Context: an optimization exercise on an open-source flow, tuned for small area, a short achievable clock period and few clock cycles. The choices shown serve that exercise and are no tape-out recipe.
At most, simulation tests tie the RTL to the original design; equivalence was not proved.
Only the layout flow was run in run 1; the RTL was not checked for function there.
Power and IR drop assume default switching activity.

### design.v
module scc_core (
    input  wire        clk,
    input  wire        rst,
    input  wire        cmd_valid,
    output wire        cmd_ready,
    input  wire [63:0] cmd_word,
    output wire        rsp_valid,
    input  wire        rsp_ready,
    output wire [63:0] rsp_word,
    output wire        prim_valid,
    output wire [3:0]  prim_kind,
    output wire [15:0] prim_addr,
    output wire [31:0] prim_arg,
    input  wire        prim_ack,
    input  wire        prim_fail,
    input  wire [7:0]  prim_rdata,
    output wire [1:0]  st_pst,
    output wire        st_strm,
    output wire        st_inited,
    output wire [2:0]  st_gpio_lvl,
    output wire [2:0]  st_gpio_dir,
    output wire        st_clk_en,
    output wire [31:0] st_clk_hz,
    output wire [3:0]  st_rail_en
);
    localparam [31:0] MCLK_HZ = 32'd24000000;
    localparam [3:0] P_BUSWRITE  = 4'd0;
    localparam [3:0] P_BUSREAD   = 4'd1;
    localparam [3:0] P_GPIODIR   = 4'd2;
    localparam [3:0] P_GPIOWRITE = 4'd3;
    localparam [3:0] P_CLKFREQ   = 4'd4;
    localparam [3:0] P_CLKEN     = 4'd5;
    localparam [3:0] P_RAILEN    = 4'd6;
    localparam [3:0] P_SLEEP     = 4'd7;
    localparam [3:0] P_SCOPEACQ  = 4'd8;
    localparam [3:0] P_SCOPEREL  = 4'd9;
    localparam [3:0] C_INIT = 4'd0, C_STBYON = 4'd1, C_STBYOFF = 4'd2, C_PON = 4'd3,
                     C_POFF = 4'd4, C_SEL = 4'd5, C_STRM = 4'd6, C_EXP = 4'd7,
                     C_EXPG = 4'd8, C_GAIN = 4'd9;
    reg        idle_q;      
    reg        run_q;       
    reg        rsp_q;       
    reg        abt_q;       
    reg [4:0]  upc;         
    reg [3:0]  cls;         
    reg [15:0] t;           
    reg [8:0]  gt;          
    reg [7:0]  cr;          
    reg [3:0]  pk;          
    reg [15:0] pa;
    reg [31:0] pg;
    reg [7:0]  rs;          
    reg        rv;          
    reg        rshow;       
    reg        rpclk;       
    reg        gpend;       
    reg        inited;
    reg        strm;
    reg [1:0]  pst;
    reg        mode_valid;
    reg [1:0]  mode_idx;
    reg [15:0] exp_r;
    reg [8:0]  gain_r;
    reg [2:0]  gpio_lvl;
    reg [2:0]  gpio_dir;
    reg        clk_en;
    reg        clk_hz_on;   
    reg [3:0]  rail_en;
    function automatic ge16(input [15:0] x, input [15:0] c);
        integer i;
        reg r;
        begin
            r = 1'b1;
            for (i = 0; i < 16; i = i + 1)
                r = c[i] ? (x[i] & r) : (x[i] | r);
            ge16 = r;
        end
    endfunction
    function automatic [15:0] mode_field16(input [1:0] i, input [3:0] k);
        begin
            mode_field16 = 16'd0;
            case (k)
                4'd0: case (i) 2'd0: mode_field16 = 16'd2592; 2'd1: mode_field16 = 16'd1920;
                               default: mode_field16 = 16'd1280; endcase
                4'd1: case (i) 2'd0: mode_field16 = 16'd1944; 2'd1: mode_field16 = 16'd1080;
                               2'd2: mode_field16 = 16'd960; default: mode_field16 = 16'd720; endcase
                4'd2: mode_field16 = (i == 2'd1) ? 16'd336 : 16'd0;
                4'd3: mode_field16 = (i == 2'd1) ? 16'd432 : 16'd0;
                4'd4: case (i) 2'd0: mode_field16 = 16'd4000; 2'd1: mode_field16 = 16'd3560;
                               default: mode_field16 = 16'd3000; endcase
                4'd5: case (i) 2'd0: mode_field16 = 16'd4037; 2'd1: mode_field16 = 16'd2607;
                               2'd2: mode_field16 = 16'd2000; default: mode_field16 = 16'd1500; endcase
                4'd6: mode_field16 = 16'hF180;     
                4'd7: mode_field16 = 16'd0;
                4'd8: mode_field16 = i[1] ? 16'd2 : 16'd1;
                4'd9: mode_field16 = 16'd1;
                4'd10: case (i) 2'd0: mode_field16 = 16'd4033; 2'd1: mode_field16 = 16'd2603;
                                2'd2: mode_field16 = 16'd1996; default: mode_field16 = 16'd1496; endcase
                4'd11: mode_field16 = 16'd16;
                4'd12: mode_field16 = 16'd159;
                4'd13: mode_field16 = {14'd0, i};
                default: mode_field16 = 16'd0;
            endcase
        end
    endfunction
    function automatic [7:0] gcode_rom(input [7:0] g);
        begin
            case (g)
                8'd17: gcode_rom = 8'd8;
                8'd18: gcode_rom = 8'd10;
                8'd19: gcode_rom = 8'd12;
                8'd20: gcode_rom = 8'd12;
                8'd21: gcode_rom = 8'd14;
                8'd22: gcode_rom = 8'd24;
                8'd23: gcode_rom = 8'd27;
                8'd24: gcode_rom = 8'd33;
                8'd25: gcode_rom = 8'd38;
                8'd26: gcode_rom = 8'd42;
                8'd27: gcode_rom = 8'd46;
                8'd28: gcode_rom = 8'd49;
                8'd29: gcode_rom = 8'd49;
                8'd30: gcode_rom = 8'd52;
                8'd31: gcode_rom = 8'd54;
                8'd32: gcode_rom = 8'd56;
                8'd33: gcode_rom = 8'd61;
                8'd34: gcode_rom = 8'd66;
                8'd35: gcode_rom = 8'd66;
                8'd36: gcode_rom = 8'd70;
                8'd37: gcode_rom = 8'd74;
                8'd38: gcode_rom = 8'd74;
                8'd39: gcode_rom = 8'd76;
                8'd40: gcode_rom = 8'd76;
                8'd41: gcode_rom = 8'd80;
                8'd42: gcode_rom = 8'd83;
                8'd43: gcode_rom = 8'd83;
                8'd44: gcode_rom = 8'd86;
                8'd45: gcode_rom = 8'd89;
                8'd46: gcode_rom = 8'd89;
                8'd47: gcode_rom = 8'd94;
                8'd48: gcode_rom = 8'd94;
                8'd49: gcode_rom = 8'd97;
                8'd50: gcode_rom = 8'd100;
                8'd51: gcode_rom = 8'd100;
                8'd52: gcode_rom = 8'd106;
                8'd53: gcode_rom = 8'd106;
                8'd54: gcode_rom = 8'd106;
                8'd55: gcode_rom = 8'd109;
                8'd56: gcode_rom = 8'd109;
                8'd57: gcode_rom = 8'd109;
                8'd58: gcode_rom = 8'd115;
                8'd59: gcode_rom = 8'd115;
                8'd60: gcode_rom = 8'd115;
                8'd61: gcode_rom = 8'd115;
                8'd62: gcode_rom = 8'd118;
                8'd63: gcode_rom = 8'd118;
                8'd64: gcode_rom = 8'd118;
                8'd65: gcode_rom = 8'd124;
                8'd66: gcode_rom = 8'd124;
                8'd67: gcode_rom = 8'd124;
                8'd68: gcode_rom = 8'd130;
                8'd69: gcode_rom = 8'd130;
                8'd70: gcode_rom = 8'd130;
                8'd71: gcode_rom = 8'd136;
                8'd72: gcode_rom = 8'd136;
                8'd73: gcode_rom = 8'd136;
                8'd74: gcode_rom = 8'd142;
                8'd75: gcode_rom = 8'd142;
                8'd76: gcode_rom = 8'd142;
                8'd77: gcode_rom = 8'd147;
                8'd78: gcode_rom = 8'd147;
                8'd79: gcode_rom = 8'd147;
                8'd80: gcode_rom = 8'd147;
                8'd81: gcode_rom = 8'd149;
                8'd82: gcode_rom = 8'd149;
                8'd83: gcode_rom = 8'd149;
                8'd84: gcode_rom = 8'd154;
                8'd85: gcode_rom = 8'd154;
                8'd86: gcode_rom = 8'd154;
                8'd87: gcode_rom = 8'd154;
                8'd88: gcode_rom = 8'd160;
                8'd89: gcode_rom = 8'd160;
                8'd90: gcode_rom = 8'd160;
                8'd91: gcode_rom = 8'd160;
                8'd92: gcode_rom = 8'd160;
                8'd93: gcode_rom = 8'd162;
                8'd94: gcode_rom = 8'd162;
                8'd95: gcode_rom = 8'd162;
                8'd96: gcode_rom = 8'd162;
                8'd97: gcode_rom = 8'd162;
                8'd98: gcode_rom = 8'd168;
                8'd99: gcode_rom = 8'd168;
                8'd100: gcode_rom = 8'd168;
                8'd101: gcode_rom = 8'd168;
                8'd102: gcode_rom = 8'd168;
                8'd103: gcode_rom = 8'd172;
                8'd104: gcode_rom = 8'd172;
                8'd105: gcode_rom = 8'd172;
                8'd106: gcode_rom = 8'd172;
                8'd107: gcode_rom = 8'd178;
                8'd108: gcode_rom = 8'd178;
                8'd109: gcode_rom = 8'd178;
                8'd110: gcode_rom = 8'd178;
                8'd111: gcode_rom = 8'd178;
                8'd112: gcode_rom = 8'd180;
                8'd113: gcode_rom = 8'd180;
                8'd114: gcode_rom = 8'd180;
                8'd115: gcode_rom = 8'd180;
                8'd116: gcode_rom = 8'd180;
                8'd117: gcode_rom = 8'd180;
                8'd118: gcode_rom = 8'd184;
                8'd119: gcode_rom = 8'd184;
                8'd120: gcode_rom = 8'd184;
                8'd121: gcode_rom = 8'd184;
                8'd122: gcode_rom = 8'd188;
                8'd123: gcode_rom = 8'd188;
                8'd124: gcode_rom = 8'd188;
                8'd125: gcode_rom = 8'd188;
                8'd126: gcode_rom = 8'd188;
                8'd127: gcode_rom = 8'd193;
                8'd128: gcode_rom = 8'd193;
                8'd129: gcode_rom = 8'd193;
                8'd130: gcode_rom = 8'd193;
                8'd131: gcode_rom = 8'd193;
                8'd132: gcode_rom = 8'd195;
                8'd133: gcode_rom = 8'd195;
                8'd134: gcode_rom = 8'd195;
                8'd135: gcode_rom = 8'd195;
                8'd136: gcode_rom = 8'd195;
                8'd137: gcode_rom = 8'd199;
                8'd138: gcode_rom = 8'd199;
                8'd139: gcode_rom = 8'd199;
                8'd140: gcode_rom = 8'd199;
                8'd141: gcode_rom = 8'd228;
                8'd142: gcode_rom = 8'd228;
                8'd143: gcode_rom = 8'd228;
                8'd144: gcode_rom = 8'd228;
                8'd145: gcode_rom = 8'd228;
                8'd146: gcode_rom = 8'd228;
                8'd147: gcode_rom = 8'd228;
                8'd148: gcode_rom = 8'd228;
                8'd149: gcode_rom = 8'd228;
                8'd150: gcode_rom = 8'd228;
                8'd151: gcode_rom = 8'd229;
                8'd152: gcode_rom = 8'd229;
                8'd153: gcode_rom = 8'd229;
                8'd154: gcode_rom = 8'd229;
                8'd155: gcode_rom = 8'd229;
                8'd156: gcode_rom = 8'd229;
                8'd157: gcode_rom = 8'd229;
                8'd158: gcode_rom = 8'd229;
                8'd159: gcode_rom = 8'd229;
                8'd160: gcode_rom = 8'd229;
                8'd161: gcode_rom = 8'd234;
                8'd162: gcode_rom = 8'd234;
                8'd163: gcode_rom = 8'd234;
                8'd164: gcode_rom = 8'd234;
                8'd165: gcode_rom = 8'd234;
                8'd166: gcode_rom = 8'd234;
                8'd167: gcode_rom = 8'd234;
                8'd168: gcode_rom = 8'd234;
                8'd169: gcode_rom = 8'd234;
                default: gcode_rom = 8'h01;    
            endcase
        end
    endfunction
    function automatic [51:0] prim_at(input [3:0] c, input [4:0] k, input [1:0] pm,
                                      input [15:0] s, input [15:0] f, input [7:0] code);
        reg [3:0]  pk_;
        reg [15:0] pa_;
        reg [31:0] pg_;
        begin
            pk_ = P_SCOPEREL;
            pa_ = 16'd0;
            pg_ = 32'd0;
            case (c)
                C_INIT: begin
                    pk_ = P_BUSREAD;
                    pa_ = k[0] ? 16'h2001 : 16'h2000;
                end
                C_STBYON: case (k[1:0])
                    2'd0: pk_ = P_SCOPEACQ;
                    2'd1: begin pk_ = P_GPIOWRITE; pa_ = 16'd1; end
                    2'd2: pk_ = P_CLKEN;
                    default: pk_ = P_SCOPEREL;
                endcase
                C_STBYOFF: case (k[2:0])
                    3'd0: pk_ = P_SCOPEACQ;
                    3'd1: begin pk_ = P_CLKFREQ; pg_ = MCLK_HZ; end
                    3'd2: begin pk_ = P_CLKEN;   pg_ = 32'd1; end
                    3'd3: begin pk_ = P_SLEEP;   pg_ = 32'd20000; end
                    3'd4: pk_ = P_SCOPEREL;
                    default: begin pk_ = P_GPIOWRITE; pa_ = 16'd1; pg_ = 32'd1; end
                endcase
                C_PON: case (k)
                    5'd0:  pk_ = P_SCOPEACQ;
                    5'd1:  begin pk_ = P_GPIODIR;   pa_ = 16'd0; pg_ = 32'd1; end
                    5'd2:  begin pk_ = P_GPIODIR;   pa_ = 16'd1; pg_ = 32'd1; end
                    5'd3:  begin pk_ = P_GPIOWRITE; pa_ = 16'd0; end
                    5'd4:  begin pk_ = P_GPIOWRITE; pa_ = 16'd1; end
                    5'd5:  begin pk_ = P_SLEEP;     pg_ = 32'd1000; end
                    5'd6:  begin pk_ = P_CLKFREQ;   pg_ = MCLK_HZ; end
                    5'd7:  begin pk_ = P_CLKEN;     pg_ = 32'd1; end
                    5'd8:  begin pk_ = P_SLEEP;     pg_ = 32'd10000; end
                    5'd9:  begin pk_ = P_GPIOWRITE; pa_ = 16'd2; pg_ = 32'd1; end
                    5'd10: begin pk_ = P_RAILEN;    pa_ = 16'd0; pg_ = 32'd1; end
                    5'd11: begin pk_ = P_RAILEN;    pa_ = 16'd1; pg_ = 32'd1; end
                    5'd12: begin pk_ = P_RAILEN;    pa_ = 16'd2; pg_ = 32'd1; end
                    5'd13: begin pk_ = P_RAILEN;    pa_ = 16'd3; pg_ = 32'd1; end
                    5'd14: begin pk_ = P_SLEEP;     pg_ = 32'd10000; end
                    5'd15: begin pk_ = P_GPIOWRITE; pa_ = 16'd0; pg_ = 32'd1; end
                    5'd16: begin pk_ = P_GPIOWRITE; pa_ = 16'd1; pg_ = 32'd1; end
                    5'd17: begin pk_ = P_SLEEP;     pg_ = 32'd30000; end
                    default: pk_ = P_SCOPEREL;
                endcase
                C_POFF: case (k[3:0])
                    4'd0:  pk_ = P_SCOPEACQ;
                    4'd1:  pk_ = P_CLKEN;
                    4'd2:  begin pk_ = P_GPIOWRITE; pa_ = 16'd2; end
                    4'd3:  begin pk_ = P_RAILEN;    pa_ = 16'd3; end
                    4'd4:  begin pk_ = P_RAILEN;    pa_ = 16'd2; end
                    4'd5:  begin pk_ = P_RAILEN;    pa_ = 16'd1; end
                    4'd6:  begin pk_ = P_RAILEN;    pa_ = 16'd0; end
                    4'd7:  begin pk_ = P_SLEEP;     pg_ = 32'd10000; end
                    4'd8:  begin pk_ = P_GPIOWRITE; pa_ = 16'd0; end
                    4'd9:  begin pk_ = P_GPIOWRITE; pa_ = 16'd1; end
                    4'd10: begin pk_ = P_GPIODIR;   pa_ = 16'd0; end
                    4'd11: begin pk_ = P_GPIODIR;   pa_ = 16'd1; end
                    default: pk_ = P_SCOPEREL;
                endcase
                C_SEL, C_STRM: begin
                    pk_ = P_BUSWRITE;
                    case (k[1:0])
                        2'd0: begin pa_ = 16'h3000; pg_ = 32'h01; end
                        2'd1: begin pa_ = 16'h3100; pg_ = 32'h02; end
                        2'd2: begin
                            pa_ = 16'h3200;
                            case (pm)
                                2'd0: pg_ = 32'h0F;
                                2'd1: pg_ = 32'h07;
                                default: pg_ = 32'h03;
                            endcase
                        end
                        default: begin
                            if (pm[0]) begin pa_ = 16'h3201; pg_ = 32'h80; end
                            else       begin pa_ = 16'h3300; pg_ = 32'h55; end
                        end
                    endcase
                end
                default: begin   
                    pk_ = P_BUSWRITE;
                    if (c == C_GAIN || k[2]) begin
                        pa_ = 16'h1004; pg_ = {24'd0, code};
                    end else begin
                        case (k[1:0])
                            2'd0: begin pa_ = 16'h1000; pg_ = {24'd0, s[7:0]}; end
                            2'd1: begin pa_ = 16'h1001; pg_ = {24'd0, s[15:8]}; end
                            2'd2: begin pa_ = 16'h1002; pg_ = {24'd0, f[7:0]}; end
                            default: begin pa_ = 16'h1003; pg_ = {24'd0, f[15:8]}; end
                        endcase
                    end
                end
            endcase
            prim_at = {pk_, pa_, pg_};
        end
    endfunction
    wire [7:0]  op = cmd_word[63:56];
    wire [27:0] ca = cmd_word[55:28];
    wire [27:0] cb = cmd_word[27:0];
    wire [2:0]  tg = cb[2:0];
    wire op01 = (op == 8'h01), op02 = (op == 8'h02), op03 = (op == 8'h03), op04 = (op == 8'h04);
    wire op05 = (op == 8'h05), op06 = (op == 8'h06), op07 = (op == 8'h07), op08 = (op == 8'h08);
    wire op09 = (op == 8'h09), op0a = (op == 8'h0A);
    wire a_zero  = (ca == 28'd0);
    wire b_zero  = (cb == 28'd0);
    wire b_hi0_1 = (cb[27:1] == 27'd0);
    wire b_hi0_3 = (cb[27:3] == 25'd0);
    wire b_hi0_4 = (cb[27:4] == 24'd0);
    wire b_hi0_8 = (cb[27:8] == 20'd0);
    wire b_hi0_9 = (cb[27:9] == 19'd0);
    wire legal = ((op01 | op08 | op09) & a_zero & b_zero)
               | (op02 & a_zero & b_hi0_3 & (~tg[2] | (tg[1:0] == 2'd0)))
               | op03 | op07
               | (op04 & a_zero & b_hi0_1)
               | (op05 & b_zero)
               | (op06 & a_zero)
               | (op0a & a_zero & b_hi0_4 & ~(cb[3] & cb[2] & cb[1]));
    wire gated = op03 | op04 | op05 | op06 | op07;
    wire ok    = legal & (inited | ~gated);    
    wire pwr_legal = (tg == 3'd1) ? (pst == 2'd2) :
                     (tg == 3'd2) ? (pst == 2'd1) :
                     (tg == 3'd3) ? (pst == 2'd0) :
                     (tg == 3'd4) ? (pst != 2'd0) : 1'b0;
    wire a_2592 = (ca == 28'd2592);
    wire a_1920 = (ca == 28'd1920);
    wire a_1280 = (ca == 28'd1280);
    wire m0 = a_2592 & (cb == 28'd1944);
    wire m1 = a_1920 & (cb == 28'd1080);
    wire m2 = a_1280 & (cb == 28'd960);
    wire m3 = a_1280 & (cb == 28'd720);
    wire look_ok = m0 | m1 | m2 | m3;
    wire [1:0] look_idx = {m2 | m3, m1 | m3};
    wire [15:0] shutter = ca[19:4] | {16{~(ca[27:20] == 8'd0)}};
    wire b_lt16  = b_hi0_4;
    wire b_gt159 = ~b_hi0_8 | ge16({8'd0, cb[7:0]}, 16'd160);
    wire b_le169 = b_hi0_8 & ~ge16({8'd0, cb[7:0]}, 16'd170);
    wire [8:0] g_set  = b_lt16 ? 9'd16 : ~b_hi0_9 ? 9'd511 : cb[8:0];
    wire [8:0] g_setx = b_lt16 ? 9'd16 : b_gt159 ? 9'd159 : {1'b0, cb[7:0]};
    wire [8:0] g_in   = op07 ? g_setx : g_set;
    wire [7:0] code_in = (op07 & b_gt159) ? 8'd229 : gcode_rom(cb[7:0]);
    wire str_on_run = cb[0] & ~strm & (pst == 2'd2) & mode_valid;
    wire go_run = ok & (op01 | (op02 & pwr_legal) | (op03 & look_ok) | (op04 & str_on_run)
                        | ((op05 | op07) & mode_valid) | (op06 & b_le169));
    reg [7:0] st_in;     
    always @(*) begin
        st_in = 8'h00;
        if (!legal) st_in = 8'hF0;
        else if (gated && !inited) st_in = 8'hE0;
        else if (op02 && !pwr_legal) st_in = 8'h21;
        else if (op03 && !look_ok) st_in = 8'h30;
        else if (op04 && cb[0] && !strm && pst != 2'd2) st_in = 8'h42;
        else if (op04 && cb[0] && !strm && !mode_valid) st_in = 8'h41;
        else if ((op05 || op07) && !mode_valid) st_in = 8'h51;
    end
    reg [3:0]  pk_in;
    reg [15:0] pa_in;
    reg [31:0] pg_in;
    reg [3:0]  cls_in;
    always @(*) begin
        pk_in  = P_BUSWRITE;
        pa_in  = 16'd0;
        pg_in  = 32'd0;
        cls_in = C_INIT;
        if (op01) begin
            pk_in = P_BUSREAD; pa_in = 16'h2000;
        end else if (op02) begin
            pk_in = P_SCOPEACQ; cls_in = {1'b0, tg};
        end else if (op03 | op04) begin
            pa_in = 16'h3000; pg_in = 32'h01; cls_in = op03 ? C_SEL : C_STRM;
        end else if (op06) begin
            pa_in = 16'h1004; pg_in = {24'd0, code_in}; cls_in = C_GAIN;
        end else begin
            pa_in = 16'h1000; pg_in = {24'd0, shutter[7:0]}; cls_in = op05 ? C_EXP : C_EXPG;
        end
    end
    wire [1:0]  pm = t[1:0];
    reg s_ge;    
    reg [15:0] vts_cur;
    always @(*) begin
        case (mode_idx)
            2'd0: begin s_ge = ge16(t, 16'd4034); vts_cur = 16'd4037; end
            2'd1: begin s_ge = ge16(t, 16'd2604); vts_cur = 16'd2607; end
            2'd2: begin s_ge = ge16(t, 16'd1997); vts_cur = 16'd2000; end
            default: begin s_ge = ge16(t, 16'd1497); vts_cur = 16'd1500; end
        endcase
    end
    reg [13:0] s_inc;    
    integer j;
    reg carry;
    always @(*) begin
        carry = 1'b1;
        for (j = 0; j < 14; j = j + 1) begin
            s_inc[j] = t[j + 2] ^ carry;
            carry    = carry & t[j + 2];
        end
    end
    wire [15:0] frame = s_ge ? {s_inc, t[1:0]} : vts_cur;
    wire [4:0] upc_n = {upc[4] ^ (&upc[3:0]), upc[3] ^ (&upc[2:0]), upc[2] ^ (&upc[1:0]),
                        upc[1] ^ upc[0], ~upc[0]};
    wire [51:0] nxt = prim_at(cls, upc_n, pm, t, frame, cr);
    reg last;
    always @(*) begin
        case (cls)
            C_INIT:    last = upc[0];
            C_STBYON:  last = (upc[1:0] == 2'd3);
            C_STBYOFF: last = (upc[2:0] == 3'd5);
            C_PON:     last = (upc == 5'd18);
            C_POFF:    last = (upc[3:0] == 4'd12);
            C_SEL, C_STRM: last = (pm[1] ? (pm[0] ? (upc[1:0] == 2'd1) : (upc[1:0] == 2'd2))
                                         : (upc[1:0] == 2'd3));
            C_EXP:     last = (upc[1:0] == 2'd3);
            C_EXPG:    last = upc[2];
            default:   last = 1'b1;    
        endcase
    end
    wire fallible = (pk != P_SLEEP) && (pk != P_SCOPEACQ) && (pk != P_SCOPEREL);
    wire is_pwr   = (cls == C_STBYON) || (cls == C_STBYOFF) || (cls == C_PON) || (cls == C_POFF);
    wire scope_held = is_pwr && !(cls == C_STBYOFF && upc[2:0] == 3'd5);
    reg [7:0] st_fail;
    always @(*) begin
        case (cls)
            C_INIT:  st_fail = 8'h11;
            C_SEL:   st_fail = 8'h31;
            C_STRM:  st_fail = 8'h40;
            C_EXP, C_EXPG, C_GAIN: st_fail = 8'h50;
            default: st_fail = 8'h20;
        endcase
    end
    wire id_ok = (prim_rdata == (upc[0] ? 8'h5A : 8'hA5));
    wire fail  = fallible & prim_fail;
    always @(posedge clk) begin
        if (idle_q) begin
            cls   <= cls_in;
            upc   <= 5'd0;
            pk    <= pk_in;
            pa    <= pa_in;
            pg    <= pg_in;
            gt    <= g_in;
            cr    <= code_in;
            rs    <= st_in;
            rv    <= legal & op0a & mode_valid;
            rshow <= legal & (op08 | op09 | (op0a & mode_valid));
            rpclk <= legal & op0a & mode_valid & (cb[3:0] == 4'd6);
            gpend <= ok & op06 & ~b_le169;
            t     <= op08 ? exp_r :
                     op09 ? {7'd0, gain_r} :
                     op0a ? mode_field16(mode_idx, cb[3:0]) :
                     op03 ? {14'd0, look_idx} :
                     op04 ? {14'd0, mode_idx} : shutter;
        end else if (run_q && prim_ack) begin
            if (abt_q) ;
            else if (fail) begin
                rs <= st_fail;
                if (scope_held) begin
                    pk <= P_SCOPEREL;
                    pa <= 16'd0;
                    pg <= 32'd1;
                end
            end else if (cls == C_INIT && !id_ok) begin
                rs    <= 8'h10;
                rshow <= 1'b1;
                t     <= {8'd0, prim_rdata};
            end else if (last) begin
                upc <= 5'd0;
            end else begin
                upc <= upc_n;
                {pk, pa, pg} <= nxt;
            end
        end
        if (rst) begin
            idle_q     <= 1'b1;
            run_q      <= 1'b0;
            rsp_q      <= 1'b0;
            abt_q      <= 1'b0;
            inited     <= 1'b0;
            strm       <= 1'b0;
            pst        <= 2'd0;
            mode_valid <= 1'b0;
            mode_idx   <= 2'd0;
            exp_r      <= 16'd0;
            gain_r     <= 9'd0;
            gpio_lvl   <= 3'd0;
            gpio_dir   <= 3'd0;
            clk_en     <= 1'b0;
            clk_hz_on  <= 1'b0;
            rail_en    <= 4'd0;
        end else if (idle_q) begin
            if (cmd_valid) begin
                idle_q <= 1'b0;
                run_q  <= go_run;
                rsp_q  <= ~go_run;
                if (ok && op04 && !cb[0]) strm <= 1'b0;
            end
        end else if (run_q) begin
            if (prim_ack) begin
                if (abt_q) begin
                    abt_q <= 1'b0;
                    run_q <= 1'b0;
                    rsp_q <= 1'b1;
                end else if (fail) begin
                    if (cls == C_INIT) inited <= 1'b0;
                    if (is_pwr) begin
                        pst  <= 2'd3;
                        strm <= 1'b0;
                    end
                    if (scope_held) abt_q <= 1'b1;
                    else begin
                        run_q <= 1'b0;
                        rsp_q <= 1'b1;
                    end
                end else begin
                    case (pk)
                        P_GPIODIR:   gpio_dir[pa[1:0]] <= pg[0];
                        P_GPIOWRITE: gpio_lvl[pa[1:0]] <= pg[0];
                        P_CLKFREQ:   clk_hz_on <= 1'b1;
                        P_CLKEN:     clk_en <= pg[0];
                        P_RAILEN:    rail_en[pa[1:0]] <= pg[0];
                        default: ;
                    endcase
                    if ((cls == C_EXP || cls == C_EXPG) && upc == 5'd3)
                        exp_r <= t;
                    if (cls == C_INIT && !id_ok) begin
                        inited <= 1'b0;
                        run_q  <= 1'b0;
                        rsp_q  <= 1'b1;
                    end else if (last) begin
                        run_q <= 1'b0;
                        rsp_q <= 1'b1;
                        case (cls)
                            C_INIT: begin
                                mode_valid <= 1'b0;
                                mode_idx   <= 2'd0;
                                exp_r      <= 16'd0;
                                gain_r     <= 9'd0;
                                strm       <= 1'b0;
                                inited     <= 1'b1;
                            end
                            C_STBYON: begin pst <= 2'd1; strm <= 1'b0; end
                            C_STBYOFF, C_PON: pst <= 2'd2;
                            C_POFF: begin pst <= 2'd0; strm <= 1'b0; end
                            C_SEL, C_STRM: begin
                                mode_idx   <= pm;
                                mode_valid <= 1'b1;
                                if (cls == C_STRM) strm <= 1'b1;
                            end
                            C_EXPG, C_GAIN: gain_r <= gt;
                            default: ;
                        endcase
                    end
                end
            end
        end else if (rsp_q) begin
            if (gpend) gain_r <= gt;
            if (rsp_ready) begin
                rsp_q  <= 1'b0;
                idle_q <= 1'b1;
            end
        end
    end
    assign cmd_ready   = idle_q;
    assign rsp_valid   = rsp_q;
    assign rsp_word    = {rs, rv, 7'd0, 11'd0, upc,
                          3'd0, rpclk, 4'd0, rpclk, 2'd0, rpclk, 3'd0, rpclk,
                          t & {16{rshow}}};
    assign prim_valid  = run_q;
    assign prim_kind   = pk;
    assign prim_addr   = pa;
    assign prim_arg    = pg;
    assign st_pst      = pst;
    assign st_strm     = strm;
    assign st_inited   = inited;
    assign st_gpio_lvl = gpio_lvl;
    assign st_gpio_dir = gpio_dir;
    assign st_clk_en   = clk_en;
    assign st_clk_hz   = clk_hz_on ? MCLK_HZ : 32'd0;
    assign st_rail_en  = rail_en;
endmodule
### flow/run.sh
#!/bin/bash
set -euo pipefail
export SETUP_SLACK_MARGIN=6.5
export BUFFER_PORTS_ARGS="-buffer_cell sky130_fd_sc_hd__buf_1"
export DONT_USE_CELLS="sky130_fd_sc_hd__ha_1 sky130_fd_sc_hd__ha_2 sky130_fd_sc_hd__ha_4 sky130_fd_sc_hd__fa_1 sky130_fd_sc_hd__fa_2 sky130_fd_sc_hd__fa_4"
bash standard.sh > flow_make.log 2>&1
### standard.sh
#!/bin/bash
# synth_recipe.tcl (not shown) runs the flow's synth.tcl, then flattens the netlist and writes it again
# the make line also repeats each setting of config.mk as NAME=value (left out here)
make -C /OpenROAD-flow-scripts/flow DESIGN_CONFIG=/design/flow/config.mk WORK_HOME=/design/flow/orfs CLKGATE_MAP_FILE= SYNTH_SCRIPT=/design/flow/synth_recipe.tcl "${@:-finish}"
### config.mk
export PLATFORM = sky130hd
export DESIGN_NAME = scc_core
export DESIGN_NICKNAME = scc_core
export VERILOG_FILES = /design/flow/design.v
export SDC_FILE = /design/flow/constraint.sdc
export NUM_CORES = 4
export LEC_CHECK = 0
export CAP_MARGIN = 20
export CORE_MARGIN = 2
export CORE_UTILIZATION = 55
export SLEW_MARGIN = 20
### constraint.sdc
create_clock -name core_clock -period 10.0 [get_ports {clk}]
set_input_delay 2.0000 -clock core_clock [delete_from_list [all_inputs] [get_ports {clk}]]
set_output_delay 2.0000 -clock core_clock [all_outputs]
set_load 0.01 [all_outputs]
==> impl_metrics.toml, run 1 <==
[status]
outcome = "timing/DRC/antenna clean"

[sta]
finalSetupTns_ns = 0
finalCritPeriodShare_pct = 38.79
hold_ws_ns = 0.4982
finalSetupViolCount = 0
rsz0062_at_grt = "yes"
slew_violations = 0
fmax_mhz = 257.8
relSlewSlack_pct = 21.45
hold_viol = 0
clock_skew_ns = 0.01394
finalCriticalPeriod_ns = 3.879
worst_slew_pin_slew_ns = 1.177

[global_routing]
antenna_found_initial = 0
grt_pass1_wl_mm = 63.22
grt_max_degree = 67
grt_pass1_vias = 11090
grt.overflow.total = 0
grt_use_total_pct = 37.59

[clock_tree]
holdBufCountCts = 0
h-tree-depth = 4
cts.clk_slew.worst_paths_ns = 0.07
clock_latency_ns = 0.44
cts_buffers = 17
cts_root_buf = "clkbuf_16"
clockBufferDepth = 2
cts_tree = "yes"
clock-sinks = 127

[logic_synthesis]
syn_area_um2 = 11030
synth_ff_type = "edfxtp_1"
synth-seq-area-share_pct = 29.77
yosysMostFrequentCell = "nor2_1"
syn_area_per_cell_um2 = 7.940
yosysTopAreaCell = "edfxtp_1"
synth_common_cells = "nor2_1 (134), nand2_1 (128), a21oi_1 (114)"
synth_cell_types = 96
yosys_register_bits = 127
yosys_warnings = 1
synth-edff-count = 74
yosys-top-cells-area = "edfxtp_1 (20%), dfxtp_1 (9.6%), buf_4 (6.5%)"
syn_inst = 1389
synth_top_area_share_pct = 20.15
async_reset_ff_share_pct = 0

[setup_path]
critPathArrivalTime_ns = 4.18
reg2reg_depth = 16
slowest_delay_ns = 0.58
endpoint_kind = "register"
cp_top_family = "simple AND/OR/NAND/NOR gates"
crit_buf_inv = 5
r2r_start = "t[3]"
path_depth = 13
cp-start-kind = "input port"
critPathKind = "input port to register"
r2r-end = "pg[7]"
worst-path-max-fanout = 4
worst_ep_required_time_ns = 10.30
reg2reg_slack_ns = 6.49
cp_slowest_cell = "or4b_4"
path_cells = "buf_12, clkinvlp_4, ha_4, inv_6, buf_4, buf_4, ha_4, nor2_1, a211oi_1, a311oi_1, or4b_4, nand3_2, a32o_1"

[die]
rows = 51
fp.dieH_um = 145.6
die-area_um2 = 21200
die_w_um = 145.6
core_um2 = 19590
ios = 244
start_util_pct = 56.29

[final_layout]
syn2layout_area_growth_pct = 29.10
instances_no_fill = 1872
drive_above_1_share_pct = 22.71
finish.utilization_pct = 72.68
fin_nets = 1714
n_antenna_cell = 0

[placement]
place_congestion = 0.9684
dp_hpwl_mm = 27.91
dp_cells = 1726
port_buffers = 169

[hold_path]
hp-start = "rail_en[2]"
holdPathStages = 2
hold_path.class = "register to register"
whs_endpoint = "rail_en[2]"

[pwr]
leakage_uw = 0.005008
power_uw = 1590
power_density_nw_per_um2 = 111.7
ir_drop_mv = 0.1157

[run]
cap_violations = 0

[drt]
detail_route.first_pass.iterations = 6
ant_nets = 0
routedWlPerCell_um = 23.35
avgViaCountPerCell = 6.710
drc_errors = 0
dr.first_iter.drc_count = 1790
routed_wl_mm = 43.72
via_count = 12560
[cell usage in the layout (no fill, tap or decap), types with 31 or more instances in the layout]
cell	n
nor2_1	124
a21oi_1	102
edfxtp_1	74
o21ai_0	69
buf_1	157
nand3_1	31
buf_4	92
nand2_1	115
dfxtp_1	52
conb_1	74
a31oi_1	33
[where the power goes]
group	internal, µW	switching (µW)
logic	136	222
registers	586	39.7
clock network	326	281
[worst reg2reg max path, delay by kind of cell, from the launching register on]
family                   cells  cell delay [ns]
AO/OA/AOI/OAI                3             0.47
XOR/XNOR                     1             0.14
adder cells (fa/ha/maj)     12             2.18
flip-flops                   1             0.45
[how the worst max path moves through the flow]
stage | startpoint | slack, ns | endpoint
after floorplan | cmd_word[1] | 5.76 | rs[5]
after global placement | cmd_word[2] | 5.03 | pg[1]
after detailed placement | cmd_word[1] | 5.00 | pg[2]
after CTS | cmd_word[0] | 6.13 | strm
after global routing | cmd_word[1] | 6.03 | strm
final | cmd_word[1] | 6.12 | pg[2]
[metrics by stage]
stage               setup WS, ns  instance area (µm²)
floorplan                  5.762                11600
global placement           5.027                11550
detailed placement         5.000                11560
CTS                        6.126                13160
global route               6.035                14240
finish                     6.121                14240
[per-layer routing]
metal / wire [µm] / share of wire, % / up-vias / track usage [%]
li1: - / - / 5448 / -
met1: 16110 / 37 / 5850 / 47.89
met2: 19640 / 45 / 1037 / 60.14
met3: 5202 / 12 / 227 / 8.621
met4: 2763 / 6.3 / 0 / 18.77
met5: 0 / 0 / - / 0
[cells by family (layout without fill, tap and decap cells)]
logic type               after synthesis  after routing  share of synthesized area, %
other                                  1             74                       0.03400
multiplexers                          26             26                         2.405
adder cells (fa/ha/maj)               43             43                         4.856
flip-flops                           127            127                         29.77
AND/OR/NAND/NOR                      532            533                         25.24
XOR/XNOR                               7              7                        0.5559
AO/OA/AOI/OAI                        435            439                         26.22
buffers and inverters                218            358                         10.91
[layout make-up]
type | instances | area (µm²)
inverters | 30 | 136.4
multi-input cells | 1122 | 7976
clock buffers | 18 | 429.2
well taps | 265 | 331.6
flip-flops and latches | 127 | 3284
clock inverters | 14 | 116.4
fillers | 1545 | 5353
repair buffers | 296 | 1963
[what timing repair did]
action                     in CTS  in global routing
pin swaps                      37                 62
gates cloned                    6                  4
gates resized for setup       119                128
setup buffers                  56                 48
setup endpoints to repair     142                110
[sequential cells by signal, summed over array words and instances (netlist names), 2 cells and up]
name	count
gain_r	9
rail_en	4
pk	4
gpio_lvl	3
gpio_dir	3
cr	8
pst	2
rs	6
cls	4
t	16
exp_r	16
pg	16
mode_idx	2
gt	9
pa	7
upc	5
==> inputs of run 2 (changes only) <==
--- a/design.v
+++ b/design.v
@@ -53,7 +53,6 @@
     reg        rv;          
     reg        rshow;       
     reg        rpclk;       
-    reg        gpend;       
     reg        inited;
     reg        strm;
     reg [1:0]  pst;
@@ -406,7 +405,7 @@
     wire [8:0] g_set  = b_lt16 ? 9'd16 : ~b_hi0_9 ? 9'd511 : cb[8:0];
     wire [8:0] g_setx = b_lt16 ? 9'd16 : b_gt159 ? 9'd159 : {1'b0, cb[7:0]};
     wire [8:0] g_in   = op07 ? g_setx : g_set;
-    wire [7:0] code_in = (op07 & b_gt159) ? 8'd229 : gcode_rom(cb[7:0]);
+    wire [7:0] code_in = gcode_rom(g_in[7:0]);
     wire str_on_run = cb[0] & ~strm & (pst == 2'd2) & mode_valid;
     wire go_run = ok & (op01 | (op02 & pwr_legal) | (op03 & look_ok) | (op04 & str_on_run)
                         | ((op05 | op07) & mode_valid) | (op06 & b_le169));
@@ -510,7 +509,6 @@
             rv    <= legal & op0a & mode_valid;
             rshow <= legal & (op08 | op09 | (op0a & mode_valid));
             rpclk <= legal & op0a & mode_valid & (cb[3:0] == 4'd6);
-            gpend <= ok & op06 & ~b_le169;
             t     <= op08 ? exp_r :
                      op09 ? {7'd0, gain_r} :
                      op0a ? mode_field16(mode_idx, cb[3:0]) :
@@ -559,6 +557,7 @@
                 run_q  <= go_run;
                 rsp_q  <= ~go_run;
                 if (ok && op04 && !cb[0]) strm <= 1'b0;
+                if (ok && op06 && !b_le169) gain_r <= g_set;
             end
         end else if (run_q) begin
             if (prim_ack) begin
@@ -619,7 +618,6 @@
                 end
             end
         end else if (rsp_q) begin
-            if (gpend) gain_r <= gt;
             if (rsp_ready) begin
                 rsp_q  <= 1'b0;
                 idle_q <= 1'b1;
==> run.sh (new file) <==
#!/bin/bash
# synth_recipe.tcl (not shown) runs the flow's synth.tcl, then flattens the netlist and writes it again
# the make line also repeats each setting of config.mk as NAME=value (left out here)
make -C /OpenROAD-flow-scripts/flow DESIGN_CONFIG=/design/flow/config.mk WORK_HOME=/design/flow/orfs CLKGATE_MAP_FILE= SYNTH_SCRIPT=/design/flow/synth_recipe.tcl finish
--- a/config.mk
+++ b/config.mk
@@ -6,6 +6,6 @@
 export NUM_CORES = 4
 export LEC_CHECK = 0
 export CAP_MARGIN = 20
-export CORE_MARGIN = 2
-export CORE_UTILIZATION = 55
+export CORE_AREA = 5 5 225 225
+export DIE_AREA = 0 0 230 230
 export SLEW_MARGIN = 20
removed: flow/run.sh
removed: standard.sh
==> run 2 against run 1 <==
Against the previous run: first-iteration DRC count down 38%; still clean; clock power up 11%; clock skew down 0.0012 ns; worst setup slack worse by 2.6 ns; register-to-register slack worse by 0.88 ns; global-route usage down 20 points; sequential power down 2%; power down 1.1%.
==> impl_metrics.toml, run 2 <==
[status]
outcome = "timing/DRC/antenna clean"

[clock_tree]
holdBufCountCts = 0
cts_resized = 0
clockBufferDepth = 2
cts_setup_buffers = 0
cts.clk_slew.worst_paths_ns = 0.06
clock-sinks = 126
h-tree-depth = 4
clock_latency_ns = 0.45
cts_tree = "yes"
cts_buffers = 17
cts_root_buf = "clkbuf_16"

[setup_path]
critPathArrivalTime_ns = 6.76
worst-path-max-fanout = 14
critPathKind = "input port to register"
endpoint_kind = "register"
cp-start-kind = "input port"
worst_ep_required_time_ns = 10.32

[final_layout]
n_antenna_cell = 0
drive_above_1_share_pct = 5.958
reg_top3 = "exp_r x16, pg x16, t x16"
final_area_um2 = 13900
syn2layout_area_growth_pct = 20.95
nFillCells = 5131
fin_nets = 1668
layout_common_cells = "clkdlybuf4s50_1 (169), nor2_1 (151), nand2_1 (122)"
final_common_cell = "clkdlybuf4s50_1"

[logic_synthesis]
syn_area_per_cell_um2 = 7.874
yosysTopAreaCell = "edfxtp_1"
yosysMostFrequentCell = "nor2_1"
async_reset_ff_share_pct = 0
yosys_warnings = 1
syn_inst = 1459
synth_common_cells = "nor2_1 (151), nand2_1 (122), a21oi_1 (116)"
synth-edff-count = 73
syn_area_um2 = 11490
yosys_register_bits = 126
synth_cell_types = 97
synth-seq-area-share_pct = 28.32
yosys-top-cells-area = "edfxtp_1 (19%), dfxtp_1 (9.2%), buf_4 (6.3%)"
synth_top_area_share_pct = 19.08
synth_ff_type = "edfxtp_1"

[sta]
clock_skew_ns = 0.01278
rsz0062_at_grt = "no"
hold_viol = 0
finalCriticalPeriod_ns = 6.441
worst_slew_pin_slew_ns = 1.079
finalSetupViolCount = 0
finalCritPeriodShare_pct = 64.41
fmax_mhz = 155.3
finalSetupTns_ns = 0
relSlewSlack_pct = 27.77
slew_violations = 0

[hold_path]
hold_path.class = "register to register"

[drt]
via_count = 11880
avgViaCountPerCell = 5.461
drc_errors = 0
ant_nets = 0
dr.first_iter.drc_count = 1112
routedWlPerCell_um = 22.32
routed_wl_mm = 48.58
detail_route.first_pass.iterations = 5

[global_routing]
antenna_found_initial = 0
grt_use_total_pct = 17.54
grt_pass1_vias = 11420
grt_pass1_wl_mm = 72.56
grt.overflow.total = 0
grt_max_degree = 58

[pwr]
power_density_nw_per_um2 = 113.1
p_seq_share_pct = 39.0
switching_share_pct = 28.48
leakage_uw = 0.005026
p_switching_uw = 447.7
p_clk_share_pct = 43.0
internal_power_uw = 1125
ir_drop_mv = 0.1071
p_comb_share_pct = 18.0

[die]
start_util_pct = 24.01
core_um2 = 47850
rows = 80
die-area_um2 = 52900
ios = 244
fp.dieH_um = 230
die_w_um = 230

[placement]
place_congestion = 0.9626
dp_hpwl_mm = 37.43
port_buffers = 169
dpl-instance-area_um2 = 13270

[run]
cap_violations = 0
-- run 2: cell count changes in the layout (fill, tap and decap cells not counted), sizes merged, moves of 8 or more --
cell and change:
o22ai +11, nand2b +10, clkdlybuf4s50 +169, buf -270
mux2i +18, a31oi -18, nor2b +9, a221oi +8
nor3b +9, inv +11, nor2 +17
-- run 2: path summary, 6_finish.rpt --
| kind | startpoint | cells after the start | slack, ns | endpoint |
|---|---|---|---|---|
| worst max-delay path | cmd_word[8] | 11 | 3.56 | pg[0] |
| worst min register to register | rail_en[3] | 2 | 0.46 | rail_en[3] |
| worst min-delay path | rail_en[3] | 2 | 0.46 | rail_en[3] |
| worst max register to register | upc[1] | 9 | 5.61 | pg[5] |
-- run 2: stage by stage --
stage / total power (µW) / std cells / util (%) / setup slack [ns] / hold WS, ns
after floorplan: 780.5 / 1532 / - / 4.760 / 0.4488
after global placement: 900.7 / 2144 / 27.74 / 3.303 / 0.4560
after detailed placement: 904.2 / 2144 / 27.74 / 3.269 / 0.4507
after CTS: 1578 / 2176 / 29.04 / 3.704 / 0.4592
after global routing: 1629 / 2176 / 29.04 / 3.388 / 0.4808
final: 1572 / 2176 / 29.04 / 3.559 / 0.4564
-- run 2: worst max-delay path: stages --
cell and delay [ns]:
clkdlybuf4s50_1 0.74, or4_1 0.82, o32a_1 0.27, a211oi_2 0.89, inv_2 0.32, ha_1 0.39
and3_1 0.18, a2111oi_0 0.39, o31ai_1 0.21, a311oi_2 0.36, a21o_1 0.17
-- run 2: cell families (layout without fill, tap and decap cells) --
logic type      after synthesis  after routing  synth area share (%)
compound gates              446            446                 26.52
xor+xnor                     14             14                 1.067
flops                       126            126                 28.32
fa+ha+maj                    42             42                 4.574
simple gates                543            543                 23.94
mux                          49             49                 4.367
buf+inv                     238            267                 11.18
other cells                   1             74               0.03264
-- run 2: area by class of cell --
cell class                      count  area [µm²]  area share, %
Inverter                           48       181.4          1.306
Sequential cell                   126        3254          23.42
Clock buffer                       20       457.9          3.296
Multi-Input combinational cell   1168        7242          52.12
Timing Repair Buffer              187        1827          13.15
Clock inverter                     12       163.9          1.180
Tap cell                          615       769.5          5.538
-- run 2: power by group through the flow --
stage / Combinational, µW / Sequential (µW) / Clock, µW
4_1_cts: 281 / 613 / 684
3_5_place_dp: 280 / 624 / 0
6_report: 283 / 614 / 676
2_1_floorplan: 172 / 609 / 0
5_1_grt: 305 / 616 / 708
3_3_place_gp: 277 / 624 / 0
-- run 2: metal layers --
metal  track usage [%]  routed length [µm]  up-vias
li1                  -                   -     5444
met1             22.75               20200     5781
met2             29.02               23060      576
met3             4.034                3935       83
met4             5.567                1382        0
met5                 0                   0        -
Testbench counts of run 2, summed over its fixed seeds: cycles 21,737.
==> inputs of run 3 (changes only) <==
--- a/design.v
+++ b/design.v
@@ -35,8 +35,8 @@
     localparam [3:0] P_SCOPEACQ  = 4'd8;
     localparam [3:0] P_SCOPEREL  = 4'd9;
     localparam [3:0] C_INIT = 4'd0, C_STBYON = 4'd1, C_STBYOFF = 4'd2, C_PON = 4'd3,
-                     C_POFF = 4'd4, C_SEL = 4'd5, C_STRM = 4'd6, C_EXP = 4'd7,
-                     C_EXPG = 4'd8, C_GAIN = 4'd9;
+                     C_POFF = 4'd4, C_EXP = 4'd5, C_EXPG = 4'd6, C_GAIN = 4'd7,
+                     C_SEL = 4'd8, C_STRM = 4'd12;
     reg        idle_q;      
     reg        run_q;       
     reg        rsp_q;       
@@ -45,16 +45,22 @@
     reg [3:0]  cls;         
     reg [15:0] t;           
     reg [8:0]  gt;          
+    reg        glo;         
+    reg        ghi;         
     reg [7:0]  cr;          
+    reg        gsel;        
     reg [3:0]  pk;          
     reg [15:0] pa;
     reg [31:0] pg;
     reg [7:0]  rs;          
     reg        rv;          
-    reg        rshow;       
+    reg        rshow_lo;    
+    reg        rshow_hi;    
     reg        rpclk;       
+    reg        gpend;       
     reg        inited;
     reg        strm;
+    reg        soff;        
     reg [1:0]  pst;
     reg        mode_valid;
     reg [1:0]  mode_idx;
@@ -263,7 +269,7 @@
         end
     endfunction
     function automatic [51:0] prim_at(input [3:0] c, input [4:0] k, input [1:0] pm,
-                                      input [15:0] s, input [15:0] f, input [7:0] code);
+                                      input [15:0] s, input [15:0] f);
         reg [3:0]  pk_;
         reg [15:0] pa_;
         reg [31:0] pg_;
@@ -326,7 +332,8 @@
                     4'd11: begin pk_ = P_GPIODIR;   pa_ = 16'd1; end
                     default: pk_ = P_SCOPEREL;
                 endcase
-                C_SEL, C_STRM: begin
+                C_SEL, C_SEL + 4'd1, C_SEL + 4'd2, C_SEL + 4'd3,
+                C_STRM, C_STRM + 4'd1, C_STRM + 4'd2, C_STRM + 4'd3: begin
                     pk_ = P_BUSWRITE;
                     case (k[1:0])
                         2'd0: begin pa_ = 16'h3000; pg_ = 32'h01; end
@@ -348,7 +355,7 @@
                 default: begin   
                     pk_ = P_BUSWRITE;
                     if (c == C_GAIN || k[2]) begin
-                        pa_ = 16'h1004; pg_ = {24'd0, code};
+                        pa_ = 16'h1004;    
                     end else begin
                         case (k[1:0])
                             2'd0: begin pa_ = 16'h1000; pg_ = {24'd0, s[7:0]}; end
@@ -399,13 +406,9 @@
     wire look_ok = m0 | m1 | m2 | m3;
     wire [1:0] look_idx = {m2 | m3, m1 | m3};
     wire [15:0] shutter = ca[19:4] | {16{~(ca[27:20] == 8'd0)}};
-    wire b_lt16  = b_hi0_4;
     wire b_gt159 = ~b_hi0_8 | ge16({8'd0, cb[7:0]}, 16'd160);
     wire b_le169 = b_hi0_8 & ~ge16({8'd0, cb[7:0]}, 16'd170);
-    wire [8:0] g_set  = b_lt16 ? 9'd16 : ~b_hi0_9 ? 9'd511 : cb[8:0];
-    wire [8:0] g_setx = b_lt16 ? 9'd16 : b_gt159 ? 9'd159 : {1'b0, cb[7:0]};
-    wire [8:0] g_in   = op07 ? g_setx : g_set;
-    wire [7:0] code_in = gcode_rom(g_in[7:0]);
+    wire [7:0] code_in = (op07 & b_gt159) ? 8'd229 : gcode_rom(cb[7:0]);
     wire str_on_run = cb[0] & ~strm & (pst == 2'd2) & mode_valid;
     wire go_run = ok & (op01 | (op02 & pwr_legal) | (op03 & look_ok) | (op04 & str_on_run)
                         | ((op05 | op07) & mode_valid) | (op06 & b_le169));
@@ -433,15 +436,18 @@
             pk_in = P_BUSREAD; pa_in = 16'h2000;
         end else if (op02) begin
             pk_in = P_SCOPEACQ; cls_in = {1'b0, tg};
-        end else if (op03 | op04) begin
-            pa_in = 16'h3000; pg_in = 32'h01; cls_in = op03 ? C_SEL : C_STRM;
+        end else if (op03) begin
+            pa_in = 16'h3000; pg_in = 32'h01; cls_in = {2'b10, look_idx};
+        end else if (op04) begin
+            pa_in = 16'h3000; pg_in = 32'h01; cls_in = {2'b11, mode_idx};
         end else if (op06) begin
-            pa_in = 16'h1004; pg_in = {24'd0, code_in}; cls_in = C_GAIN;
+            pa_in = 16'h1004; cls_in = C_GAIN;    
         end else begin
             pa_in = 16'h1000; pg_in = {24'd0, shutter[7:0]}; cls_in = op05 ? C_EXP : C_EXPG;
         end
     end
-    wire [1:0]  pm = t[1:0];
+    wire        is_prog = cls[3];
+    wire [1:0]  pm = cls[1:0];
     reg s_ge;    
     reg [15:0] vts_cur;
     always @(*) begin
@@ -463,19 +469,21 @@
         end
     end
     wire [15:0] frame = s_ge ? {s_inc, t[1:0]} : vts_cur;
+    wire [8:0] g_cl = glo ? 9'd16 : ghi ? ((cls == C_EXPG) ? 9'd159 : 9'd511) : gt;
     wire [4:0] upc_n = {upc[4] ^ (&upc[3:0]), upc[3] ^ (&upc[2:0]), upc[2] ^ (&upc[1:0]),
                         upc[1] ^ upc[0], ~upc[0]};
-    wire [51:0] nxt = prim_at(cls, upc_n, pm, t, frame, cr);
+    wire [51:0] nxt = prim_at(cls, upc_n, pm, t, frame);
+    wire nxt_gsel = (cls == C_EXPG) && (upc[1:0] == 2'd3);
     reg last;
     always @(*) begin
-        case (cls)
+        if (is_prog)
+            last = pm[1] ? (pm[0] ? (upc[1:0] == 2'd1) : (upc[1:0] == 2'd2)) : (upc[1:0] == 2'd3);
+        else case (cls)
             C_INIT:    last = upc[0];
             C_STBYON:  last = (upc[1:0] == 2'd3);
             C_STBYOFF: last = (upc[2:0] == 3'd5);
             C_PON:     last = (upc == 5'd18);
             C_POFF:    last = (upc[3:0] == 4'd12);
-            C_SEL, C_STRM: last = (pm[1] ? (pm[0] ? (upc[1:0] == 2'd1) : (upc[1:0] == 2'd2))
-                                         : (upc[1:0] == 2'd3));
             C_EXP:     last = (upc[1:0] == 2'd3);
             C_EXPG:    last = upc[2];
             default:   last = 1'b1;    
@@ -486,10 +494,9 @@
     wire scope_held = is_pwr && !(cls == C_STBYOFF && upc[2:0] == 3'd5);
     reg [7:0] st_fail;
     always @(*) begin
-        case (cls)
+        if (is_prog) st_fail = cls[2] ? 8'h40 : 8'h31;
+        else case (cls)
             C_INIT:  st_fail = 8'h11;
-            C_SEL:   st_fail = 8'h31;
-            C_STRM:  st_fail = 8'h40;
             C_EXP, C_EXPG, C_GAIN: st_fail = 8'h50;
             default: st_fail = 8'h20;
         endcase
@@ -498,40 +505,46 @@
     wire fail  = fallible & prim_fail;
     always @(posedge clk) begin
         if (idle_q) begin
-            cls   <= cls_in;
-            upc   <= 5'd0;
-            pk    <= pk_in;
-            pa    <= pa_in;
-            pg    <= pg_in;
-            gt    <= g_in;
-            cr    <= code_in;
-            rs    <= st_in;
-            rv    <= legal & op0a & mode_valid;
-            rshow <= legal & (op08 | op09 | (op0a & mode_valid));
-            rpclk <= legal & op0a & mode_valid & (cb[3:0] == 4'd6);
-            t     <= op08 ? exp_r :
-                     op09 ? {7'd0, gain_r} :
-                     op0a ? mode_field16(mode_idx, cb[3:0]) :
-                     op03 ? {14'd0, look_idx} :
-                     op04 ? {14'd0, mode_idx} : shutter;
-        end else if (run_q && prim_ack) begin
-            if (abt_q) ;
-            else if (fail) begin
-                rs <= st_fail;
-                if (scope_held) begin
-                    pk <= P_SCOPEREL;
-                    pa <= 16'd0;
-                    pg <= 32'd1;
+            cls      <= cls_in;
+            upc      <= 5'd0;
+            pk       <= pk_in;
+            pa       <= pa_in;
+            pg       <= pg_in;
+            gt       <= cb[8:0];
+            glo      <= b_hi0_4;
+            ghi      <= op07 ? b_gt159 : ~b_hi0_9;
+            cr       <= code_in;
+            gsel     <= op06;
+            rs       <= st_in;
+            rv       <= legal & op0a & mode_valid;
+            rshow_lo <= legal & (op08 | op09 | (op0a & mode_valid));
+            rshow_hi <= legal & (op08 | op09 | (op0a & mode_valid));
+            rpclk    <= legal & op0a & mode_valid & (cb[3:0] == 4'd6);
+            gpend    <= ok & op06 & ~b_le169;
+            t        <= op08 ? exp_r :
+                        op09 ? {7'd0, gain_r} :
+                        op0a ? mode_field16(mode_idx, cb[3:0]) : shutter;
+        end else if (run_q) begin
+            if (cls == C_INIT) t[7:0] <= prim_rdata;
+            if (prim_ack) begin
+                if (abt_q) ;
+                else if (fail) begin
+                    rs <= st_fail;
+                    if (scope_held) begin
+                        pk <= P_SCOPEREL;
+                        pa <= 16'd0;
+                        pg <= 32'd1;
+                    end
+                end else if (cls == C_INIT && !id_ok) begin
+                    rs       <= 8'h10;
+                    rshow_lo <= 1'b1;
+                end else if (last) begin
+                    upc <= 5'd0;
+                end else begin
+                    upc  <= upc_n;
+                    gsel <= nxt_gsel;
+                    {pk, pa, pg} <= nxt;
                 end
-            end else if (cls == C_INIT && !id_ok) begin
-                rs    <= 8'h10;
-                rshow <= 1'b1;
-                t     <= {8'd0, prim_rdata};
-            end else if (last) begin
-                upc <= 5'd0;
-            end else begin
-                upc <= upc_n;
-                {pk, pa, pg} <= nxt;
             end
         end
         if (rst) begin
@@ -539,6 +552,7 @@
             run_q      <= 1'b0;
             rsp_q      <= 1'b0;
             abt_q      <= 1'b0;
+            soff       <= 1'b0;
             inited     <= 1'b0;
             strm       <= 1'b0;
             pst        <= 2'd0;
@@ -552,12 +566,11 @@
             clk_hz_on  <= 1'b0;
             rail_en    <= 4'd0;
         end else if (idle_q) begin
+            soff <= cmd_valid & ok & op04 & ~cb[0];
             if (cmd_valid) begin
                 idle_q <= 1'b0;
                 run_q  <= go_run;
                 rsp_q  <= ~go_run;
-                if (ok && op04 && !cb[0]) strm <= 1'b0;
-                if (ok && op06 && !b_le169) gain_r <= g_set;
             end
         end else if (run_q) begin
             if (prim_ack) begin
@@ -594,7 +607,11 @@
                     end else if (last) begin
                         run_q <= 1'b0;
                         rsp_q <= 1'b1;
-                        case (cls)
+                        if (is_prog) begin
+                            mode_idx   <= pm;
+                            mode_valid <= 1'b1;
+                            if (cls[2]) strm <= 1'b1;
+                        end else case (cls)
                             C_INIT: begin
                                 mode_valid <= 1'b0;
                                 mode_idx   <= 2'd0;
@@ -606,18 +623,16 @@
                             C_STBYON: begin pst <= 2'd1; strm <= 1'b0; end
                             C_STBYOFF, C_PON: pst <= 2'd2;
                             C_POFF: begin pst <= 2'd0; strm <= 1'b0; end
-                            C_SEL, C_STRM: begin
-                                mode_idx   <= pm;
-                                mode_valid <= 1'b1;
-                                if (cls == C_STRM) strm <= 1'b1;
-                            end
-                            C_EXPG, C_GAIN: gain_r <= gt;
+                            C_EXPG, C_GAIN: gain_r <= g_cl;
                             default: ;
                         endcase
                     end
                 end
             end
         end else if (rsp_q) begin
+            soff <= 1'b0;
+            if (soff) strm <= 1'b0;
+            if (gpend) gain_r <= g_cl;
             if (rsp_ready) begin
                 rsp_q  <= 1'b0;
                 idle_q <= 1'b1;
@@ -628,13 +643,13 @@
     assign rsp_valid   = rsp_q;
     assign rsp_word    = {rs, rv, 7'd0, 11'd0, upc,
                           3'd0, rpclk, 4'd0, rpclk, 2'd0, rpclk, 3'd0, rpclk,
-                          t & {16{rshow}}};
+                          t[15:8] & {8{rshow_hi}}, t[7:0] & {8{rshow_lo}}};
     assign prim_valid  = run_q;
     assign prim_kind   = pk;
     assign prim_addr   = pa;
-    assign prim_arg    = pg;
+    assign prim_arg    = {pg[31:8], pg[7:0] | (cr & {8{gsel}})};
     assign st_pst      = pst;
-    assign st_strm     = strm;
+    assign st_strm     = strm & ~soff;
     assign st_inited   = inited;
     assign st_gpio_lvl = gpio_lvl;
     assign st_gpio_dir = gpio_dir;
==> flow/run.sh (new file) <==
#!/bin/bash

set -euo pipefail
export SETUP_SLACK_MARGIN=6
export BUFFER_PORTS_ARGS="-buffer_cell sky130_fd_sc_hd__buf_1"
bash standard.sh > flow_make.log 2>&1
==> standard.sh (new file) <==
#!/bin/bash
# synth_recipe.tcl (not shown) runs the flow's synth.tcl, then flattens the netlist and writes it again
# the make line also repeats each setting of config.mk as NAME=value (left out here)
make -C /OpenROAD-flow-scripts/flow DESIGN_CONFIG=/design/flow/config.mk WORK_HOME=/design/flow/orfs CLKGATE_MAP_FILE= SYNTH_SCRIPT=/design/flow/synth_recipe.tcl "${@:-finish}"
--- a/config.mk
+++ b/config.mk
@@ -6,6 +6,6 @@
 export NUM_CORES = 4
 export LEC_CHECK = 0
 export CAP_MARGIN = 20
-export CORE_AREA = 5 5 225 225
-export DIE_AREA = 0 0 230 230
+export CORE_MARGIN = 2
+export CORE_UTILIZATION = 55
 export SLEW_MARGIN = 20
removed: run.sh
==> run 3 against run 2 <==
Against the previous run: largest power group unchanged; fmax increased by 60%; cell count decreased by 20%; synthesized cell count decreased by 6.6%; wire length decreased by 25%; critical endpoint is now run_q; highest routed layer unchanged; first-iteration DRC count increased by 2.1%; still clean on timing, DRC and antenna; non-clock buffer count increased by 17; via count decreased by 7.4%; register-to-register slack improved by 0.55 ns; clock power decreased by 5.3%.
==> impl_metrics.toml, run 3 <==
[status]
outcome = "timing/DRC/antenna clean"

[final_layout]
n_antenna_cell = 0
nFillCells = 1811
syn2layout_area_growth_pct = 11.34
reg_top3 = "exp_r x16, pg x16, t x16"
instances_no_fill = 1747
drive_above_1_share_pct = 9.514
final_common_cell = "buf_1"
layout_common_cells = "buf_1 (162), nor2_1 (132), nand2_1 (124)"
fin_nets = 1592
final_area_um2 = 12260

[logic_synthesis]
synth_top_area_share_pct = 21.27
synth_ff_type = "edfxtp_1"
syn_area_per_cell_um2 = 8.081
syn_inst = 1363
async_reset_ff_share_pct = 0
synth_common_cells = "nor2_1 (134), nand2_1 (125), buf_4 (102)"
synth-edff-count = 78
yosys-top-cells-area = "edfxtp_1 (21%), dfxtp_1 (9.8%), buf_4 (7.0%)"
yosys_register_bits = 132
yosys_warnings = 1
synth_cell_types = 89
syn_area_um2 = 11010
synth-seq-area-share_pct = 31.08
yosysTopAreaCell = "edfxtp_1"
yosysMostFrequentCell = "nor2_1"

[sta]
rsz0062_at_grt = "yes"
clock_skew_ns = 0.01325
finalCriticalPeriod_ns = 4.016
fmax_mhz = 249.0
finalCritPeriodShare_pct = 40.16
hold_viol = 0
finalSetupTns_ns = 0
worst_slew_pin_slew_ns = 1.034
slew_violations = 0
finalSetupViolCount = 0
relSlewSlack_pct = 30.82

[setup_path]
worst-path-max-fanout = 7
endpoint = "run_q"
critPathKind = "input port to register"
critPathArrivalTime_ns = 4.36
r2r_start = "t[3]"
path_cells = "buf_4, clkinvlp_4, buf_4, ha_4, inv_6, ha_4, or3b_4, o31ai_1, a32o_2, a31oi_4, a211oi_4, o31ai_2, a221oi_2"
cp_slowest_cell = "a211oi_4"
reg2reg_depth = 16
cp-startpoint = "cmd_word[0]"
cp-start-kind = "input port"
slowest_delay_ns = 0.40
r2r-end = "pg[7]"
endpoint_kind = "register"
reg2reg_slack_ns = 6.16
worst_ep_required_time_ns = 10.34

[placement]
dpl-instance-area_um2 = 11340
dp_hpwl_mm = 26.13
dp_cells = 1698
port_buffers = 169
place_congestion = 0.9535

[clock_tree]
clock_latency_ns = 0.43
h-tree-depth = 4
cts_tree = "yes"
cts_root_buf = "clkbuf_16"
clock-sinks = 132
cts_buffers = 17
clockBufferDepth = 2
cts.clk_slew.worst_paths_ns = 0.06
holdBufCountCts = 0

[drt]
drc_errors = 0
ant_nets = 0
detail_route.first_pass.iterations = 6
via_count = 11010
avgViaCountPerCell = 6.300
routed_wl_mm = 36.28
dr.first_iter.drc_count = 1135
routedWlPerCell_um = 20.77

[hold_path]
hold_path.class = "register to register"
hp-start = "rail_en[3]"

[die]
die-area_um2 = 21170
fp.dieH_um = 145.5
start_util_pct = 56.41
die_w_um = 145.5
ios = 244
rows = 51
core_um2 = 19530

[pwr]
power_density_nw_per_um2 = 125.2
ir_drop_mv = 0.09669
leakage_uw = 0.004247

[global_routing]
grt_use_total_pct = 32.67
grt.overflow.total = 0
grt_pass1_wl_mm = 55.10
antenna_found_initial = 0
grt_pass1_vias = 9686
grt_max_degree = 72

[run]
cap_violations = 0
==> run 3: cell types whose count changed after synthesis, sizes merged, moves of 8 or more <==
cell / before / now
nor3b: 12 / 4
nor2: 152 / 135
o21ai: 84 / 93
inv: 46 / 37
a21oi: 117 / 91
nand3b: 4 / 16
a31oi: 24 / 35
and2: 20 / 28
o22ai: 18 / 9
nor2b: 27 / 17
==> run 3: worst min-delay path by stage <==
stage / to / cells past startpoint
6_report: rail_en[3] / 2
5_1_grt: gain_r[6] / 2
4_1_cts: rail_en[3] / 2
3_5_place_dp: rail_en[3] / 2
3_3_place_gp: rail_en[3] / 2
2_1_floorplan: gain_r[6] / 2
==> run 3: worst max-delay path: cells and delay by family <==
| family | cells | cell delay [ns] |
|---|---|---|
| buffers and inverters | 4 | 0.41 |
| AO/OA/AOI/OAI | 6 | 1.21 |
| AND/OR/NAND/NOR | 1 | 0.36 |
| adder cells (fa/ha/maj) | 2 | 0.35 |
==> run 3: kinds of logic (layout without fill, tap and decap cells) <==
group	Yosys count	after routing	synth area share, %
adder cells (fa/ha/maj)	46	46	5.203
other	1	74	0.03405
AND/OR/NAND/NOR	503	503	23.62
buffers and inverters	230	275	11.47
multiplexers	43	43	3.964
XOR/XNOR	9	9	0.7157
AO/OA/AOI/OAI	399	400	23.91
flip-flops	132	132	31.08
==> run 3: layout make-up <==
| cell class | count | area (µm²) | share of cell area (%) |
|---|---|---|---|
| Clock buffer | 19 | 454.2 | 3.704 |
| Clock inverter | 13 | 136.4 | 1.112 |
| Inverter | 39 | 162.7 | 1.326 |
| Multi-Input combinational cell | 1075 | 6792 | 55.38 |
| Sequential cell | 132 | 3426 | 27.94 |
| Tap cell | 265 | 331.6 | 2.704 |
| Timing Repair Buffer | 204 | 960.9 | 7.836 |
==> run 3: through the flow <==
stage / power, µW / setup WS, ns / hold WS (ns) / util, %
after floorplan: 822.6 / 5.844 / 0.4460 / -
after global placement: 884.1 / 4.893 / 0.4472 / 58.09
after detailed placement: 885.1 / 4.806 / 0.4528 / 58.09
after CTS: 1523 / 5.988 / 0.4619 / 61.94
after global routing: 1582 / 5.931 / 0.4929 / 62.80
final: 1535 / 5.984 / 0.4617 / 62.80
==> run 3: routing by layer <==
layer	GRT usage (%)	vias up	part of all wire [%]
met3	5.266	67	8.8
met5	0	-	0
met4	12.21	0	2.9
met1	44.20	5254	41
li1	-	5063	-
met2	52.87	622	47
==> run 3: what timing repair did <==
item | 4_1_cts | 5_1_grt
gates resized for setup | 17 | 28
buffers inserted | 8 | 8
pin swaps | 2 | 7
setup endpoints to repair | 88 | 46
gates cloned | 1 | 0
==> run 3: report_power, final <==
group | internal, µW | total [µW] | switching (µW)
Clock | 366 | 640 | 275
Sequential | 605 | 627 | 21.9
Combinational | 88.7 | 267 | 179
Testbench counts of run 3, summed over its fixed seeds: cycles 21,737.

## static timing again, ports no longer ideal
Ports are ideal in the flow. The routed layouts listed here were re-timed in OpenROAD.
Step 1 sets driving cells, clkbuf_16 on the clock port and buf_2 on the other inputs (assumed; they add their load-dependent delay and slew).
Step 2 moves the port delays by t, midway between the first and last clock arrival at a register: inputs arrive t later, outputs are due t later. That takes back most of the time a late clock gives input paths.
Three values: no drivers, after step 1, after step 2; two values: the first two.
run	t (ns)	setup WS [ns]	worst setup path after step 2	worst data-port slew with drivers (ns)	cell pins on the clock port's net
run 1	0.482	6.121 / 6.105 / 5.622	input to register	0.07	1
run 2	0.495	3.559 / 3.585 / 3.090	input to register	0.06	1
run 3	0.471	5.984 / 6.006 / 5.535	input to register	0.05	1
After both steps every run listed still meets setup and hold. For run 1, which loses most, drivers alone change the setup slack by -0.016 ns; drivers and shift together by -0.499 ns.
